What follows belongs to an exercise in optimizing a design on an open flow for small area, a short achievable clock period and few clock cycles; a production flow would make more cautious choices. The RTL was checked by simulation tests, not by an equivalence proof against the original design. Power figures rest on the tool's default switching activity, not on a simulated workload.

--- design/flow/config.mk ---
export PLATFORM = sky130hd
export DESIGN_NAME = apf_core
export DESIGN_NICKNAME = apf_core
export VERILOG_FILES = /design/flow/design.v
export SDC_FILE = /design/flow/constraint.sdc
export NUM_CORES = 4
export LEC_CHECK = 0
export CAP_MARGIN = 20
export CORE_MARGIN = 2
export CORE_UTILIZATION = 40
export PLACE_DENSITY = 0.55
export SLEW_MARGIN = 20
export TNS_END_PERCENT = 0
--- design/flow/flow/run.sh ---
#!/bin/bash
set -euo pipefail
export SETUP_SLACK_MARGIN=7.5
bash standard.sh > standard.log 2>&1
--- design/flow/standard.sh ---
#!/bin/bash
# synth_recipe.tcl (not shown) runs the flow's synth.tcl, then flattens the netlist and writes it again
# the make line also repeats each setting of config.mk as NAME=value (left out here)
make -C /OpenROAD-flow-scripts/flow DESIGN_CONFIG=/design/flow/config.mk WORK_HOME=/design/flow/orfs CLKGATE_MAP_FILE= SYNTH_SCRIPT=/design/flow/synth_recipe.tcl "${@:-finish}"
--- design/flow/constraint.sdc ---
create_clock -name core_clock -period 11.0 [get_ports {clk}]
set_input_delay 2.2000 -clock core_clock [delete_from_list [all_inputs] [get_ports {clk}]]
set_output_delay 2.2000 -clock core_clock [all_outputs]
set_load 0.01 [all_outputs]
--- design/flow/design.v ---
module apf_core (
    input  wire        clk,
    input  wire        rst,           
    input  wire        start,         
    input  wire [31:0] program_len,
    input  wire [31:0] packet_len,
    input  wire [31:0] filter_age,
    output wire        prog_rd,
    output wire [31:0] prog_addr,
    input  wire [7:0]  prog_data,
    output wire        pkt_rd,
    output wire [31:0] pkt_addr,
    input  wire [7:0]  pkt_data,
    output reg         done,          
    output reg         pass           
);
    localparam integer S_IDLE = 0,  S_REDIR = 1,  S_RCHK = 2,  S_OP  = 3,
                       S_IMM  = 4,  S_CMP   = 5,  S_JX   = 6,  S_LD0 = 7,
                       S_LDX  = 8,  S_WAIT  = 9,  S_JB0  = 10, S_JB1 = 11,
                       S_JB2  = 12, S_LIT   = 13, S_MD0  = 14, S_MD  = 15;
    localparam integer NS = 16;
    localparam [1:0] M_MUL = 2'd0, M_DIV = 2'd1, M_SHL = 2'd2, M_SHR = 2'd3;
    localparam integer NT = 2;
    localparam integer SP = 16 / NT;
    localparam integer SB = (SP == 16) ? 4 : (SP == 8) ? 3 : (SP == 4) ? 2 : (SP == 2) ? 1 : 0;
    reg [NS-1:0] st;
    reg [31:0] fa;           
    reg        fa_lt;        
    reg        dropf;        
    reg        pv;           
    reg [31:0] plen_r, klen_r;
    reg [31:0] budget;
    reg        bdec;         
    reg [31:0] r0, r1;
    reg [4:0]  opc;
    reg        rsel;
    reg        rsel_x;       
    reg        c_eq, c_ne, c_gt, c_lt, c_set, c_al;    
    reg        jtk;          
    reg        rdt;          
    reg        tlt, tdr;     
    reg [1:0]  szf;          
    reg [1:0]  bcnt;         
    reg [31:0] imm;          
    reg [31:0] cmp;          
    reg [31:0] paddr;        
    reg        okf;          
    reg        lok_c;        
    reg        lnm;          
    reg        nopf_r;       
    reg [3:0]  lok_z;        
    reg [2:0]  lok_l;        
    reg        e0, e1;       
    reg        eovf, nz;     
    reg        lmore;        
    reg        differ;       
    reg [5:0]  mcnt;
    reg [1:0]  mmode;
    reg        mskip;        
    reg        ahi;          
    reg        lb1, lbd;     
    reg [2:0]  lcnt;         
    reg        sb;           
    reg [4:0]  sk;           
    reg        hit_r;        
    reg [3:0]  tsel_r;       
    reg        bsel;         
    reg [3:0]  hp;           
    reg [3:0]  ic;           
    reg        k0ok, st1;
    reg [31:0] ring [0:15];
    reg        x_add, x_and, x_or, x_li, x_cj, x_jb, x_nn, x_swap, x_mov, x_fault;
    wire [7:0]  b      = prog_data;
    wire [31:0] rr     = rsel ? r1 : r0;           
    wire [31:0] rb     = bsel ? r1 : r0;           
    wire [31:0] xop    = rsel_x ? imm : r1;        
    wire [31:0] shv    = xop;                      
    wire [31:0] imm_nx = {imm[23:0], b};
    wire        op_cj  = (opc >= 5'd15 && opc <= 5'd19);
    wire        op_jmpc = (opc >= 5'd14 && opc <= 5'd20);       
    wire        ld_idx = (opc >= 5'd4);
    wire        nopf   = nopf_r;
    wire [2:0]  ld_sz  = (opc == 5'd1 || opc == 5'd4) ? 3'd1 :
                         (opc == 5'd2 || opc == 5'd5) ? 3'd2 : 3'd4;
    wire        act_op   = st[S_OP];
    wire        bud0     = e0;
    wire        dec      = act_op && pv && !bud0;      
    wire        imm_byte = st[S_IMM] && pv;
    wire        imm_last = imm_byte && (bcnt == 2'd0);
    wire        cmp_byte = st[S_CMP] && pv;
    wire        cmp_last = cmp_byte && (bcnt == 2'd0);
    wire        lit_byte = st[S_LIT] && pv;
    wire        lit_last = lit_byte && !lmore;
    wire        ld_fin   = lbd && (lcnt == 3'd1);
    wire        bg_free  = (!(lb1 || lbd) || ld_fin) && (!sb || hit_r);
    wire        redir_t  = st[S_REDIR] && rdt;
    assign prog_rd   = redir_t ? tlt :
                       fa_lt && (act_op || st[S_CMP] || st[S_LIT] || st[S_REDIR] ||
                                 st[S_JX] || (st[S_IMM] && !(bcnt == 2'd0 && nopf)));
    assign prog_addr = redir_t ? cmp : fa;
    wire        lok      = lok_c && (lok_z != 4'd0 || lok_l >= lcnt - 3'd1);
    assign pkt_rd    = (st1 && k0ok) || (lb1 && lok_c) || (st[S_JB2] && okf) ||
                       (lbd && lnm) || (st[S_LIT] && lmore);
    assign pkt_addr  = paddr;
    wire        consume  = pv && (act_op || st[S_IMM] || st[S_CMP] || st[S_LIT]);
    wire        exo      = st[S_OP];
    wire        ex_add   = exo && x_add;
    wire        ex_and   = exo && x_and;
    wire        ex_or    = exo && x_or;
    wire        ex_li    = exo && x_li;
    wire        ex_cj    = exo && x_cj;
    wire        ex_jb    = exo && x_jb;
    wire        ex_nn    = exo && x_nn;                                 
    wire        ex_swap  = exo && x_swap;
    wire        ex_mov   = exo && x_mov;
    wire        ex_fault = exo && x_fault;
    wire        md_div  = st[S_MD] && mmode == M_DIV;
    wire        md_mul  = st[S_MD] && mmode == M_MUL;
    reg         sa_md, sa_div, sa_mul, sa_ld, sa_jb, sa_nn;
    wire        div_sub = sa_div && !ahi;
    wire        cmp_sub = div_sub;
    wire [31:0] bx      = sa_ld ? imm : sa_nn ? rr : xop;
    wire        b_inv   = cmp_sub || sa_nn;
    wire        b_zero  = sa_mul && !r0[31];
    wire [31:0] add_b   = b_zero ? 32'd0 : (bx ^ {32{b_inv}});
    wire [33:0] add_a   = sa_md ? {sa_div & ahi, cmp[31] & sa_div, cmp[30:0], sa_div & r0[31]} :
                          sa_ld ? {2'b0, r1} :
                          sa_jb ? {2'b0, rr} :
                          sa_nn ? 34'd0 : {2'b0, r0};
    wire        add_c   = cmp_sub || (sa_nn && imm[0]);
    wire [33:0] add_s   = add_a + {b_inv, b_inv, add_b} + {33'd0, add_c};
    wire [31:0] sum     = add_s[31:0];
    wire [31:0] andv   = r0 & xop;
    wire        eq     = (r0 == xop);
    wire        ge     = !(r0 < xop);                
    wire        cond   = c_al || (c_eq && eq) || (c_ne && !eq) || (c_gt && ge && !eq) ||
                         (c_lt && !ge) || (c_set && andv != 32'd0);
    wire        taken  = (ex_cj && cond) || (ex_jb && differ);
    wire        bu_p    = st[S_RCHK] || st[S_OP];
    wire [31:0] bu_len  = bu_p ? plen_r : klen_r;
    wire [31:0] bu_x    = bu_p ? cmp : (st[S_LD0] || st[S_JB1]) ? imm : paddr;
    wire        aux_t   = (st[S_CMP] && pv && bcnt == 2'd0) || (st[S_LIT] && pv && !lmore) || st[S_JX];
    wire [31:0] aux_a   = aux_t ? fa : bu_len;
    wire [31:0] aux_b   = aux_t ? cmp : ~bu_x;
    wire [32:0] bu      = {1'b0, aux_a} + {!aux_t, aux_b} + {32'd0, !aux_t && st[S_JB1]};
    wire        bu_lt   = !bu[32];                               
    wire [31:0] dq_a    = cmp ^ ~plen_r;
    wire [31:0] dq_c    = {cmp[30:0] | ~plen_r[30:0], 1'b0};
    wire        t_drop  = (dq_a == dq_c);
    wire [31:0] fa_tgt  = bu[31:0];
    wire [31:0] fa_inc = (redir_t ? cmp : fa) + 32'd1;
    wire [31:0] pinc   = paddr + 32'd1;
    wire [31:0] m13v   = (k0ok && pkt_data[7:4] == 4'd4) ? {26'd0, pkt_data[3:0], 2'b00} : 32'd0;
    reg  [31:0] init0, initk;
    always @(*) begin
        case (hp)
            4'd13:   init0 = m13v;
            4'd14:   init0 = packet_len;
            4'd15:   init0 = filter_age;
            default: init0 = 32'd0;
        endcase
        case (sk[3:0])
            4'd13:   initk = m13v;
            4'd14:   initk = packet_len;
            4'd15:   initk = filter_age;
            default: initk = 32'd0;
        endcase
    end
    reg  [31:0] tapval;
    integer j;
    always @(*) begin
        tapval = ring[0];
        for (j = 1; j < NT; j = j + 1)
            if (tsel_r[3:SB] == j) tapval = ring[j * SP];
    end
    wire        init_on = (ic != 4'd0);
    wire [31:0] rdval   = init_on ? initk : tapval;
    wire        slot_do = sb && hit_r && !st[S_REDIR];    
    wire        stm_do  = slot_do && sk[4];
    wire        ldm_do  = slot_do && !sk[4];
    integer i;
    always @(posedge clk) begin
        for (i = 0; i < 16; i = i + 1) begin
            if ((i % SP) == SP - 1) begin
                if (stm_do && tsel_r[3:SB] == ((i + 1) % 16) / SP)
                    ring[i] <= rb;
                else if (init_on)
                    ring[i] <= (i == 15) ? init0 : 32'd0;
                else
                    ring[i] <= ring[(i + 1) % 16];
            end else
                ring[i] <= ring[i + 1];
        end
    end
    wire        mul_div = (mmode == M_MUL) || (mmode == M_DIV);
    wire        skip8   = (mcnt[5:3] != 3'd0) && (!mul_div || (mskip && r0[31:24] == 8'd0));
    wire        md_fin  = skip8 ? (mcnt == 6'd8) : (mcnt == 6'd1);
    wire        dq      = !add_s[32];                
    wire [31:0] a_sh    = skip8 ? {cmp[23:0], r0[31:24]} : {cmp[30:0], r0[31]};
    wire        a_add   = !skip8 && mul_div;
    wire [31:0] a_nx    = a_add ? sum : a_sh;
    wire [31:0] b_nx    = skip8 ? {r0[23:0], 8'd0} : {r0[30:0], mmode == M_DIV && dq};
    wire        md_a_r0 = md_fin && (mmode == M_MUL || mmode == M_SHR);
    wire        sh_zero = (shv == 32'd0);
    wire        sh_l    = !shv[31] && shv[30:5] == 26'd0 && shv[4:0] != 5'd0;
    wire        sh_r    = shv[31] && shv[30:5] == 26'h3FFFFFF && shv[4:0] != 5'd0;
    wire        w      = st[S_WAIT];
    wire        dl     = (dec && b[2:1] == 2'd0) || imm_last;    
    wire [4:0]  d_op   = w ? opc : dec ? b[7:3] : opc;
    wire        d_r    = w ? rsel : dec ? b[0] : rsel;
    wire        d_l0   = w ? (szf == 2'd0) : dec;                 
    wire [31:0] d_imm  = w ? imm : dec ? 32'd0 : imm_nx;
    wire        d_cfin = w ? ((opc >= 5'd15 && opc <= 5'd19) && !rsel && szf != 2'd0) : cmp_last;
    wire        d_any  = dl && !(imm_last && (d_op >= 5'd15 && d_op <= 5'd20) && !d_r) || cmp_last || w;
    wire        d_go   = d_any && bg_free;
    wire        d_hold = d_any && !bg_free && !w;
    wire        d_ld   = (d_op >= 5'd1 && d_op <= 5'd6);
    wire        d_md   = (d_op == 5'd8 || d_op == 5'd9 || d_op == 5'd12);
    wire        d_jb   = (d_op == 5'd20);
    wire        d_slot = (d_op == 5'd21) && (d_imm[31:5] == 27'd0);
    wire        d_jnop = d_l0 && (d_op >= 5'd14 && d_op <= 5'd19);     
    wire        d_jx   = !d_l0 && (d_op == 5'd14 || (d_op >= 5'd15 && d_op <= 5'd19 && d_r));
    wire        d_eok  = (d_imm[31:6] == 26'd0) && d_imm[5] && (d_imm[4:2] == 3'd0);    
    wire        d_ex   = d_cfin || !(d_ld || d_md || d_jb || d_slot || d_jx || d_jnop);
    wire        d_known = (d_op == 5'd7 || d_op == 5'd10 || d_op == 5'd11 || d_op == 5'd13 ||
                           (d_op == 5'd21 && d_eok));
    reg [NS-1:0] nst;
    reg          fin, verdict;
    always @(*) begin
        nst     = st;
        fin     = 1'b0;
        verdict = 1'b1;
        if (st[S_IDLE]) begin
            if (start) nst = (1 << S_REDIR);
        end
        if (st[S_REDIR]) nst = (1 << S_OP);
        if (st[S_RCHK])  nst = jtk ? (1 << S_REDIR) : (1 << S_OP);
        if (act_op) begin
            if (bud0)
                fin = 1'b1;
            else if (!pv) begin
                fin = 1'b1;
                verdict = !dropf;
            end else if (b[2:1] != 2'd0)
                nst = (1 << S_IMM);
        end
        if (st[S_IMM] && !pv) fin = 1'b1;              
        if (st[S_CMP] && !pv) fin = 1'b1;              
        if (st[S_LIT] && !pv) fin = 1'b1;              
        if (imm_last && (d_op >= 5'd15 && d_op <= 5'd20) && !d_r)
            nst = (1 << S_CMP);
        if (d_hold) nst = (1 << S_WAIT);
        if (d_go) begin
            if (d_cfin)       nst = (d_op == 5'd20) ? (1 << S_JB0) : (1 << S_OP);
            else if (d_ld)    nst = (1 << S_LD0);
            else if (d_md)    nst = (1 << S_MD0);
            else if (d_jb)    nst = (1 << S_JB0);
            else if (d_jx)    nst = (1 << S_JX);
            else              nst = (1 << S_OP);       
        end
        if (lit_last) nst = (1 << S_OP);
        if (st[S_JX]) nst = (1 << S_RCHK);
        if (st[S_LD0]) nst = ld_idx ? (1 << S_LDX) : (1 << S_OP);
        if (st[S_LDX]) nst = (1 << S_OP);
        if (lb1 && !lok) fin = 1'b1;                   
        if (st[S_JB0]) nst = (1 << S_JB1);
        if (st[S_JB1]) nst = (1 << S_JB2);
        if (st[S_JB2]) begin
            if (okf) nst = (1 << S_LIT);
            else     fin = 1'b1;
        end
        if (st[S_MD0]) begin
            if (opc == 5'd9 && xop == 32'd0) fin = 1'b1;
            else if (opc == 5'd12 && !(sh_l || sh_r)) nst = (1 << S_OP);
            else nst = (1 << S_MD);
        end
        if (st[S_MD] && md_fin) nst = (1 << S_OP);
        if (ex_fault) begin
            fin = 1'b1;
            verdict = 1'b1;
        end
        if (fin) nst = (1 << S_IDLE);
    end
    wire [NS-1:0] st_d  = taken ? (1 << S_REDIR) : nst;
    wire          fin_t = fin && !taken;
    wire        s_sum  = ex_add || ex_nn;
    wire        s_r1   = (ex_mov && !rsel) || ex_swap;
    wire [31:0] res    = ({32{s_sum}}   & sum)   |
                         ({32{ex_and}}  & andv)  |
                         ({32{ex_or}}   & (r0 | xop)) |
                         ({32{ex_li}}   & imm)   |
                         ({32{s_r1}}    & r1)    |
                         ({32{ldm_do}}  & rdval) |
                         ({32{lbd}}     & {rb[23:0], pkt_data});
    wire [31:0] md_r0  = md_a_r0 ? a_nx : b_nx;
    wire        start_now = st[S_IDLE] && start;
    wire        bg_wr   = (lb1 && lok) || lbd || ldm_do;
    wire        rr_wr   = ex_li || ex_nn || ex_mov;
    wire        wr0     = start_now || ex_add || ex_and || ex_or || ex_swap || (rr_wr && !rsel) ||
                          (bg_wr && !bsel) ||
                          st[S_MD] || (st[S_MD0] && opc == 5'd12 && !sh_zero && !(sh_l || sh_r));
    wire        wr1     = start_now || ex_swap || (rr_wr && rsel) || (bg_wr && bsel);
    wire        r1_r0   = ex_swap || (ex_mov && rsel);
    wire [3:0]  hp1    = hp + 4'd1;
    wire [3:0]  kd_d   = d_imm[3:0] - hp1;           
    wire [3:0]  kd_s   = sk[3:0] - hp1;
    wire        dec_ok = dec && !taken;
    wire        go_slot = d_go && !d_cfin && d_slot;
    wire        go_ex   = d_go && d_ex;
    wire        imm_jmp = imm_last && op_jmpc;         
    wire        imm_en  = dec || imm_byte || cmp_byte || st[S_JB0];
    wire        imm_sx  = imm_last && (opc == 5'd12 || opc == 5'd13);
    wire [31:0] imm_ext = (imm_sx && szf == 2'd1 && b[7])   ? 32'hFFFFFF00 :
                          (imm_sx && szf == 2'd2 && imm[7]) ? 32'hFFFF0000 : 32'd0;
    wire [31:0] imm_d   = ({32{(imm_byte && !imm_jmp) || cmp_byte}} & (imm_nx | imm_ext)) |
                          ({32{st[S_JB0]}} & sum);
    wire        cmp_tgt = (cmp_last && opc != 5'd20) || lit_last;
    wire        cmp_t2  = cmp_tgt || st[S_JX];
    wire        cmp_en  = imm_jmp || cmp_t2 || st[S_MD0] || st[S_MD] || (st[S_JB0] && szf == 2'd0);
    wire [31:0] cmp_d   = ({32{imm_jmp}} & imm_nx) | ({32{cmp_t2}} & fa_tgt) |
                          ({32{st[S_MD]}} & a_nx);
    wire        pa_sum  = st[S_LD0] && ld_idx;
    wire        pa_imm  = st[S_LD0] && !ld_idx;
    wire        pa_en   = start_now || pkt_rd || st[S_LD0] || st[S_JB0];
    wire [31:0] pa_d    = ({32{pkt_rd}} & pinc) | ({32{pa_sum}} & sum) |
                          ({32{pa_imm}} & imm) | ({32{st[S_JB0]}} & rr);
    always @(posedge clk) begin
        st     <= rst ? (1 << S_IDLE) : st_d;
        done   <= !rst && fin_t;
        if (rst) pass <= 1'b0;
        else if (fin) pass <= verdict;
        st1    <= !rst && start_now;
        if (rst) ic <= 4'd0;
        else if (start_now) ic <= SP[3:0];
        else if (init_on) ic <= ic - 4'd1;
        hp     <= start_now ? 4'd12 : hp1;
        plen_r <= program_len;
        klen_r <= packet_len;
        sa_md  <= nst[S_MD];
        sa_div <= nst[S_MD] && (st[S_MD0] ? (opc == 5'd9) : (mmode == M_DIV));
        sa_mul <= nst[S_MD] && (st[S_MD0] ? (opc == 5'd8) : (mmode == M_MUL));
        sa_ld  <= nst[S_LD0];
        sa_jb  <= nst[S_JB0];
        sa_nn  <= nst[S_OP] && go_ex && !d_cfin && d_op == 5'd21 && d_eok && !d_imm[1];
        x_add   <= go_ex && !d_cfin && d_op == 5'd7;
        x_and   <= go_ex && !d_cfin && d_op == 5'd10;
        x_or    <= go_ex && !d_cfin && d_op == 5'd11;
        x_li    <= go_ex && !d_cfin && d_op == 5'd13;
        x_nn    <= go_ex && !d_cfin && d_op == 5'd21 && d_eok && !d_imm[1];
        x_swap  <= go_ex && !d_cfin && d_op == 5'd21 && d_eok && d_imm[1:0] == 2'd2;
        x_mov   <= go_ex && !d_cfin && d_op == 5'd21 && d_eok && d_imm[1:0] == 2'd3;
        x_fault <= go_ex && !d_cfin && !d_known;
        x_cj    <= go_ex && d_cfin;
        x_jb    <= lit_last;
        if (start_now) begin
            fa    <= 32'd0;
            fa_lt <= (program_len != 32'd0);
            dropf <= 1'b0;
        end else if (redir_t && !tlt) begin
            fa    <= cmp;
            fa_lt <= 1'b0;
            dropf <= tdr;
        end else if (prog_rd) begin
            fa    <= fa_inc;
            fa_lt <= (fa_inc != plen_r);
            dropf <= 1'b0;
        end
        if (bu_p) begin
            tlt <= bu_lt;
            tdr <= t_drop;
        end
        if (st[S_JX]) jtk <= cond;
        rdt <= taken || (st[S_RCHK] && jtk);
        if (start_now || st[S_REDIR]) pv <= prog_rd;
        else                           pv <= prog_rd || (pv && !consume);
        bdec <= !start_now && dec_ok;
        begin : bflags
            reg e2;
            e2 = bdec ? (budget == 32'd3) : (budget == 32'd2);
            if (start_now) begin
                e0 <= (program_len == 32'd0);
                e1 <= (program_len == 32'd1);
            end else if (dec_ok) begin
                e0 <= e1;
                e1 <= e2;
            end
        end
        if (start_now)   budget <= program_len;
        else if (bdec)   budget <= budget - 32'd1;
        if (dec) begin
            opc    <= b[7:3];
            rsel   <= b[0];
            rsel_x <= !b[0];
            nopf_r <= (b[7:3] == 5'd14) || ((b[7:3] >= 5'd15 && b[7:3] <= 5'd19) && b[0]);
            szf    <= b[2:1];
        end
        if (d_go) begin
            c_al  <= d_op == 5'd14;
            c_eq  <= d_op == 5'd15;
            c_ne  <= d_op == 5'd16;
            c_gt  <= d_op == 5'd17;
            c_lt  <= d_op == 5'd18;
            c_set <= d_op == 5'd19;
        end
        if (dec)                   bcnt <= (b[2:1] == 2'd1) ? 2'd0 : (b[2:1] == 2'd2) ? 2'd1 : 2'd3;
        else if (imm_byte || cmp_byte) begin
            if (imm_last && (opc >= 5'd15 && opc <= 5'd20) && !rsel)
                                   bcnt <= (szf == 2'd1) ? 2'd0 : (szf == 2'd2) ? 2'd1 : 2'd3;
            else                   bcnt <= bcnt - 2'd1;
        end
        if (imm_en) imm <= imm_d;
        if (cmp_en) cmp <= cmp_d;
        if (pa_en)  paddr <= pa_d;
        if (pkt_rd) lmore <= (pinc != imm);
        if (wr0) r0 <= st[S_MD] ? md_r0 : res;
        if (wr1) r1 <= r1_r0 ? r0 : res;
        if ((st[S_LD0] && !ld_idx) || st[S_LDX]) begin
            lok_c <= !bu[32];
            lok_z <= {bu[31:24] != 8'd0, bu[23:16] != 8'd0, bu[15:8] != 8'd0, bu[7:3] != 5'd0};
            lok_l <= bu[2:0];
        end
        if (st[S_JB1])            okf <= nz && !eovf && !bu[32];
        if (st[S_LD0])
            lnm <= (ld_sz != 3'd1);
        else if (lbd)
            lnm <= (lcnt != 3'd2);
        if (st[S_LD0]) begin
            lcnt <= ld_sz;
            bsel <= rsel;
        end else if (lbd)
            lcnt <= lcnt - 3'd1;
        lb1 <= !fin && !rst && ((st[S_LD0] && !ld_idx) || st[S_LDX]);
        lbd <= !fin && !rst && ((lb1 && lok) || (lbd && lcnt != 3'd1));
        if (go_slot) begin
            sk     <= d_imm[4:0];
            bsel   <= d_r;
            hit_r  <= (kd_d[SB-1:0] == 0);
            tsel_r <= kd_d;
        end else begin
            hit_r  <= (kd_s[SB-1:0] == 0);
            tsel_r <= kd_s;
        end
        sb <= !fin && !rst && (go_slot || (sb && !hit_r && !st[S_REDIR]));
        if (st[S_JB0]) begin
            eovf   <= add_s[32];
            nz     <= (xop != 32'd0);
            differ <= 1'b0;
        end
        if (lit_byte) differ <= differ || (prog_data != pkt_data);
        if (st[S_MD0]) ahi <= 1'b0;
        else if (st[S_MD] && !skip8) ahi <= add_s[32];
        if (st[S_MD0]) begin
            mskip <= 1'b1;
            mcnt  <= (opc == 5'd12) ? {1'b0, shv[4:0]} : 6'd32;
            mmode <= (opc == 5'd8) ? M_MUL : (opc == 5'd9) ? M_DIV : sh_l ? M_SHL : M_SHR;
        end
        if (st[S_MD]) begin
            mcnt <= mcnt - (skip8 ? 6'd8 : 6'd1);
            if (!skip8) mskip <= 1'b0;
        end
        if (start_now) begin
            paddr <= 32'd0;
            k0ok  <= (packet_len != 32'd0);
        end
    end
endmodule
==> results of run 1 <==
-- layout make-up --
type                    count  area, um^2  share of cell area (%)
diodes                      5        12.5                  0.0226
clock buffers             140        2920                    5.27
clock inverters            40         445                   0.806
inverters                 205         771                    1.39
multi-input cells        3540       24900                    45.1
flip-flops and latches    910       20400                    36.8
well taps                1512        1890                    3.42
repair buffers            411        3950                    7.15
-- cells in the final DEF, fill, tap and decap left out, types with 189 or more instances in the layout --
cell / n
buf_4: 200
inv_1: 192
o21ai_0: 305
nor2_1: 433
edfxtp_1: 210
nand2_1: 377
dfxtp_1: 684
ha_1: 206
a21oi_1: 340
xnor2_1: 189
-- worst max-delay path: cells and delay by family (launching register included) --
kind | cells | cell delay [ns]
adders and majority gates | 1 | 0.63
buffers and inverters | 1 | 0.21
DFF | 1 | 0.77
and+or+nand+nor | 7 | 2.49
xor gates and xnor gates | 1 | 0.27
-- power by group --
group	switching (W)	leakage [nW]	internal, W
registers	0.000493	7.69	0.00398
clock network	0.00148	1.66	0.00194
logic	0.00276	12.0	0.00156
-- kinds of logic (layout without fill, tap and decap cells) --
family,after synthesis,count (layout)
multiplexers,238,238
other,0,5
adder cells (fa/ha/maj),225,225
AND/OR/NAND/NOR,1348,1353
XOR/XNOR,283,283
flip-flops,910,910
buffers and inverters,549,796
AO/OA/AOI/OAI,1441,1441
-- metal layers --
layer / wire length, um / vias up / track usage [%]
met3: 25100 / 608 / 10.5
met4: 17300 / 10 / 23.8
li1: - / 18572 / -
met5: 69 / - / 0
met2: 90700 / 2799 / 53.1
met1: 83900 / 20564 / 45.6
-- cells in the mapped netlist, types with 23 or more instances --
cell type,n
a21oi_1,353
o22ai_1,77
nor4_1,86
a221oi_1,80
and3_1,28
a21o_1,41
o21ai_0,324
nand2_1,386
a221o_1,27
ha_1,219
mux2i_1,212
inv_1,201
xnor2_1,200
clkbuf_1,307
a22oi_1,96
nor3_1,80
nor2b_1,23
nand2b_1,25
o211ai_1,24
a211oi_1,139
dfxtp_1,700
buf_1,23
a31oi_1,56
nor2_1,453
nand4_1,49
o221ai_1,27
xor2_1,83
edfxtp_1,210
mux2_2,25
nand3_1,96
-- sequential cells by signal, summed over array words and instances (netlist names), 3 cells and up --
register / count
budget: 32
cmp: 32
fa: 32
hp: 4
ic: 4
imm: 32
klen_r: 32
lcnt: 3
lok_l: 3
lok_z: 4
mcnt: 6
opc: 5
paddr: 32
plen_r: 32
r0: 32
r1: 32
ring: 512
sk: 5
st: 16
-- timing repair --
action                     in CTS  in global routing
gates cloned                   13                  1
resized for setup             247                 92
setup endpoints to repair     420                416
setup buffers                  57                 39
pin swaps                      31                 39
hold buffers                    0                  0
-- final timing paths --
path	start	end	slack, ns	depth (start not counted)
worst min-delay path	ring[13][11]$_DFF_P_	ring[12][11]$_DFF_P_	0.30	0
worst max-delay path	paddr[1]$_SDFFE_PP0P_	lmore$_DFFE_PN_	6.24	10
worst max register to register	paddr[1]$_SDFFE_PP0P_	lmore$_DFFE_PN_	6.24	10
worst min register to register	ring[13][11]$_DFF_P_	ring[12][11]$_DFF_P_	0.30	0
-- per-stage QoR --
step,area [um^2],std cells,power (W),utilization (%)
2_1_floorplan,46100,4994,0.00673,-
3_3_place_gp,49400,6468,0.00829,43.3
3_5_place_dp,49400,6468,0.00831,43.3
4_1_cts,54500,6718,0.0119,47.8
5_1_grt,55300,6758,0.0126,48.5
6_report,55300,6763,0.0122,48.5
==> results_dict.tcl, run 1 <==
set metrics [dict create \
    layout-drive-gt1-share_pct 13.1 \
    detailedPlacementHpwl_um 157000 \
    clkSlewWorstSetupHoldPaths_ns 0.06 \
    tritoncts_clock_tree "built" \
    hold_path_class "reg2reg" \
    root_buffer "clkbuf_16" \
    antenna_left 0 \
    rows 124 \
    critical_path_peak_fanout 7 \
    start_util_pct 40.2 \
    clock_tree.buffer_depth 3 \
    worstPathArrival_ns 5.10 \
    drt-pass1-iter-count 8 \
    max_clock_freq_ghz 0.210 \
    finalHoldViolCount 0 \
    count_of_synthesis_stage_warnings_from_yosys 2 \
    p_leak_nw 21.3 \
    adder_cell_share_of_the_synthesized_area_pct 6.24 \
    startpoint_type "flop" \
    yosys.area_share.simple_pct 13.7 \
    synthCells 4994 \
    synth_seq_cells 910 \
    fin_ws_ns 6.24 \
    critical-path-slowest-cell "nor4_2" \
    post_drt_via_cell_ratio 6.29 \
    cts_inserted_buffers 96 \
    synth_largest_area_cell "dfxtp_1" \
    dpl_worst_slack_ns 5.26 \
    grt_start_max_net_pins 92 \
    coreArea_um2 114000 \
    gp_congestion 1.08 \
    overall_track_demand_over_capacity_in_global_routing_pct 36.0 \
    synth_xor_area_share_pct 5.41 \
    die_height_um 343 \
    postSynthNetCount 5334 \
    vias 42553 \
    min_period_ns 4.76 \
    syn_to_final_growth_pct 20.6 \
    die-width_um 343 \
    routed_wire_length_per_instance_um 32.1 \
    library_cells_used_by_synthesis 99 \
    ioPinCount 183 \
    post_synth_edffs 210 \
    final.setup_skew_ns 0.0548 \
    first_iter_violations 5467 \
    critical-path-max-stage-delay_ns 0.85 \
    fillers 10834 \
    cts-htree-levels 3 \
    crit_type "reg2reg" \
    post_synthesis_async_set_or_reset_flop_share_pct 0 \
    worstMarginPinSlew_ns 1.21 \
    detail_route.wirelength_um 217000 \
    gr-total-overflow 0 \
    first_global_vias 39474 \
    yosys_most_used_dff "dfxtp_1" \
    clock-sinks 910 \
    max_slew_headroom_pct 19.1 \
    clock_latency_ns 0.73 \
    slew_violations 0 \
    design.final.nets 5504 \
    synth_top_family_by_area "compound AO/OA/AOI/OAI gates" \
    syn_avg_cell_area_um2 9.18 \
    dieArea_um2 117000 \
    syn_area_um2 45800 \
    grt_first_pass_wirelength_um 301000 \
    critical_path.endpoint_type "flop" \
    grt_setup_unrepaired "true" \
    timing.hold.ws_ns 0.301 \
    cp_required_ns 11.34 \
    setup-violations-final 0 \
    totalNegativeSetupSlack_ns 0 \
    ir_drop_uv 169 \
    pwr_density_cell_nw_per_um2 221 \
    synth_top_cells_by_area "dfxtp_1 (31%), edfxtp_1 (14%), ha_1 (6.0%)" \
    outcome "complete, no violations" \
    final.period_utilization_pct 43.3 \
    yosys-mux-area-fraction_pct 5.28 \
    synth.yosys.seq_area_share_pct 44.3 \
    synth-compound-area-share_pct 20.4 \
    port_buffers 182 \
    timing.critical_path.mode_cell "and2_1" \
    remaining_drc_errors 0 \
    critical_path.cell_chain "ha_1 > and2_1 > nand2_1 > nor4_1 > buf_4 > and2_1 > xnor2_1 > nand3_1 > nor4_2 > nand4_1" \
    grt_antenna_before_repair 10 \
    synthDominantCellAreaShare_pct 30.6 \
    maxCapViolations 0 \
]
Testbench counts, summed over its fixed seeds: cycles 179,610.
==> run 2: changes to the inputs <==
==> design/flow/flow/run.sh (replaced) <==
#!/bin/bash
set -euo pipefail
export SETUP_SLACK_MARGIN=9
bash standard.sh > standard.log 2>&1
==> run 2 against run 1 <==
Critical endpoint unchanged. Die area stayed put. Non-clock buffer count stayed put. Fmax stayed put. Critical path type unchanged. Total power stayed put. Largest cell class unchanged.
==> results_dict.tcl, run 2 <==
set metrics [dict create \
    count_of_synthesis_stage_warnings_from_yosys 2 \
    worstPathArrival_ns 5.10 \
    min_period_ns 4.76 \
    fillers 10834 \
    hold_path_class "reg2reg" \
    clock_latency_ns 0.73 \
    port_buffers 182 \
    final_design_area_no_fill_um2 55300 \
    final.period_utilization_pct 43.3 \
    tritoncts_clock_tree "built" \
    cts-htree-levels 3 \
    placed_cell_area_um2 49400 \
    library_cells_used_by_synthesis 99 \
    rows 124 \
    first_global_vias 39474 \
    detailedPlacementHpwl_um 157000 \
    setup-violations-final 0 \
    critical_path_peak_fanout 7 \
    ir_drop_uv 169 \
    die_height_um 343 \
    totalNegativeSetupSlack_ns 0 \
    syn_to_final_growth_pct 20.6 \
    first_iter_violations 5467 \
    synth.yosys.seq_area_share_pct 44.3 \
    dpl_worst_slack_ns 5.26 \
    fin_ws_ns 6.24 \
    slew_violations 0 \
    critical-path-top-delay-family "simple AND/OR/NAND/NOR gates" \
    synthCells 4994 \
    pwr_density_cell_nw_per_um2 221 \
    vias 42553 \
    critical_path.endpoint_type "flop" \
    critical_path.cell_chain "ha_1 > and2_1 > nand2_1 > nor4_1 > buf_4 > and2_1 > xnor2_1 > nand3_1 > nor4_2 > nand4_1" \
    syn_avg_cell_area_um2 9.18 \
    design.final.nets 5504 \
    detail_route.wirelength_um 217000 \
    cts_inserted_buffers 96 \
    finalHoldViolCount 0 \
    crit_buf_inv 1 \
    grt_setup_unrepaired "true" \
    post_drt_via_cell_ratio 6.29 \
    start_util_pct 40.2 \
    routed_wire_length_per_instance_um 32.1 \
    ioPinCount 183 \
    synthDominantCellAreaShare_pct 30.6 \
    final.setup_skew_ns 0.0548 \
    syn_area_um2 45800 \
    clock-sinks 910 \
    maxCapViolations 0 \
    post_synth_edffs 210 \
    root_buffer "clkbuf_16" \
    regMostFlops "ring" \
    p_leak_nw 21.3 \
    gr-total-overflow 0 \
    outcome "complete, no violations" \
    synth_seq_cells 910 \
    cp_required_ns 11.34 \
    worstMarginPinSlew_ns 1.21 \
    antenna_left 0 \
    layout.cells.most_common "dfxtp_1" \
    clkSlewWorstSetupHoldPaths_ns 0.06 \
    drt-pass1-iter-count 8 \
    critical-path-max-stage-delay_ns 0.85 \
    grt_first_pass_wirelength_um 301000 \
    grt_antenna_before_repair 10 \
    timing.hold.ws_ns 0.301 \
    layout.cells.most_common_list "dfxtp_1 (684), nor2_1 (433), nand2_1 (377)" \
    coreArea_um2 114000 \
    max_slew_headroom_pct 19.1 \
    post_synthesis_async_set_or_reset_flop_share_pct 0 \
    gp_congestion 1.08 \
    largest_reg_flops 512 \
    synth_top_cells_by_area "dfxtp_1 (31%), edfxtp_1 (14%), ha_1 (6.0%)" \
    yosys_most_used_dff "dfxtp_1" \
    postLayoutCoreUtil_pct 48.5 \
    timing.critical_path.mode_cell "and2_1" \
    max_clock_freq_ghz 0.210 \
    startpoint_type "flop" \
    postSynthNetCount 5334 \
    crit_type "reg2reg" \
    critical-path-slowest-cell "nor4_2" \
    post-synth-top-count-cell "dfxtp_1" \
    clock_tree.buffer_depth 3 \
    dieArea_um2 117000 \
    die-width_um 343 \
    synth_common_cells "dfxtp_1 (700), nor2_1 (453), nand2_1 (386)" \
    layout-drive-gt1-share_pct 13.1 \
    overall_track_demand_over_capacity_in_global_routing_pct 36.0 \
    grt_start_max_net_pins 92 \
    synth_largest_area_cell "dfxtp_1" \
    remaining_drc_errors 0 \
]
[run 2: worst paths after layout]
| path | end | start | slack [ns] | cells after the start |
|---|---|---|---|---|
| hold / removal | ring[12][11]$_DFF_P_ | ring[13][11]$_DFF_P_ | 0.30 | 0 |
| setup reg to reg | lmore$_DFFE_PN_ | paddr[1]$_SDFFE_PP0P_ | 6.24 | 10 |
| hold reg to reg | ring[12][11]$_DFF_P_ | ring[13][11]$_DFF_P_ | 0.30 | 0 |
| setup / recovery | lmore$_DFFE_PN_ | paddr[1]$_SDFFE_PP0P_ | 6.24 | 10 |
[run 2: cells by family after synthesis]
logic type	after synthesis	synth area share, %
AO/OA/AOI/OAI	1441	20.4
AND/OR/NAND/NOR	1348	13.7
flip-flops	910	44.3
buffers and inverters	549	4.63
XOR/XNOR	283	5.41
multiplexers	238	5.28
adder cells (fa/ha/maj)	225	6.24
[run 2: what timing repair did]
item	in CTS	in global routing
pin swaps	31	39
setup endpoints to repair	703	709
gates cloned	13	1
hold buffers	0	0
resized for setup	247	92
setup buffers	57	39
[run 2: cell type report]
type,count,area [um^2],share of cell area (%)
multi-input cells,3540,24900,45.1
flip-flops and latches,910,20400,36.8
repair buffers,411,3950,7.15
clock buffers,140,2920,5.27
well taps,1512,1890,3.42
inverters,205,771,1.39
clock inverters,40,445,0.806
diodes,5,12.5,0.0226
[run 2: power breakdown]
part / internal [W] / switching [W] / total [W]
clock network: 0.00194 / 0.00148 / 0.00341
logic: 0.00156 / 0.00276 / 0.00432
registers: 0.00398 / 0.000493 / 0.00447
total: 0.00748 / 0.00473 / 0.0122
[run 2: stage by stage]
stage	std cells	power [W]
after floorplan	4994	0.00673
after CTS	6718	0.0119
after detailed placement	6468	0.00831
final	6763	0.0122
after global placement	6468	0.00829
after global routing	6758	0.0126
[run 2: routing by layer]
layer	part of all wire, %	routed length [um]	vias to the layer above	track usage (%)
met5	0.032	69	-	0
met4	8.0	17300	10	23.8
met3	12	25100	608	10.5
met2	42	90700	2799	53.1
met1	39	83900	20564	45.6
li1	-	-	18572	-
[run 2: worst reg2reg max path, cell delays in order (launching register included)]
cell and delay (ns):
dfxtp_1 0.77, ha_1 0.64, and2_1 0.29, nand2_1 0.18, nor4_1 0.33, buf_4 0.21
and2_1 0.22, xnor2_1 0.27, nand3_1 0.21, nor4_2 0.85, nand4_1 0.42

-- re-timing with driven ports --
The flow's constraints put no driver on any port. The routed layouts listed below were extracted and timed again, unchanged, in two steps. Step 1 sets driving cells, clkbuf_16 on the clock port and buf_2 on the other inputs (assumed; they add their load-dependent delay and slew). Step 2 adds t to the input delays and takes it off the output delays; t is the mean of the earliest and latest rising clock arrival at the registers after step 1. Input paths then give back, and output paths get back, about the clock's delay inside the block. Slacks: ideal ports / drivers / drivers and shift; pairs: ideal ports / drivers.
run	t (ns)	setup slack, ns	worst hold slack (ns)	worst setup path at the end	worst data-port slew with drivers (ns)
run 1	0.785	6.240 / 6.221 / 5.684	0.301 / 0.301 / 0.301	input to register	0.07
run 2	0.785	6.240 / 6.221 / 5.684	0.301 / 0.301 / 0.301	input to register	0.07
After both steps setup and hold are still met in every run listed.
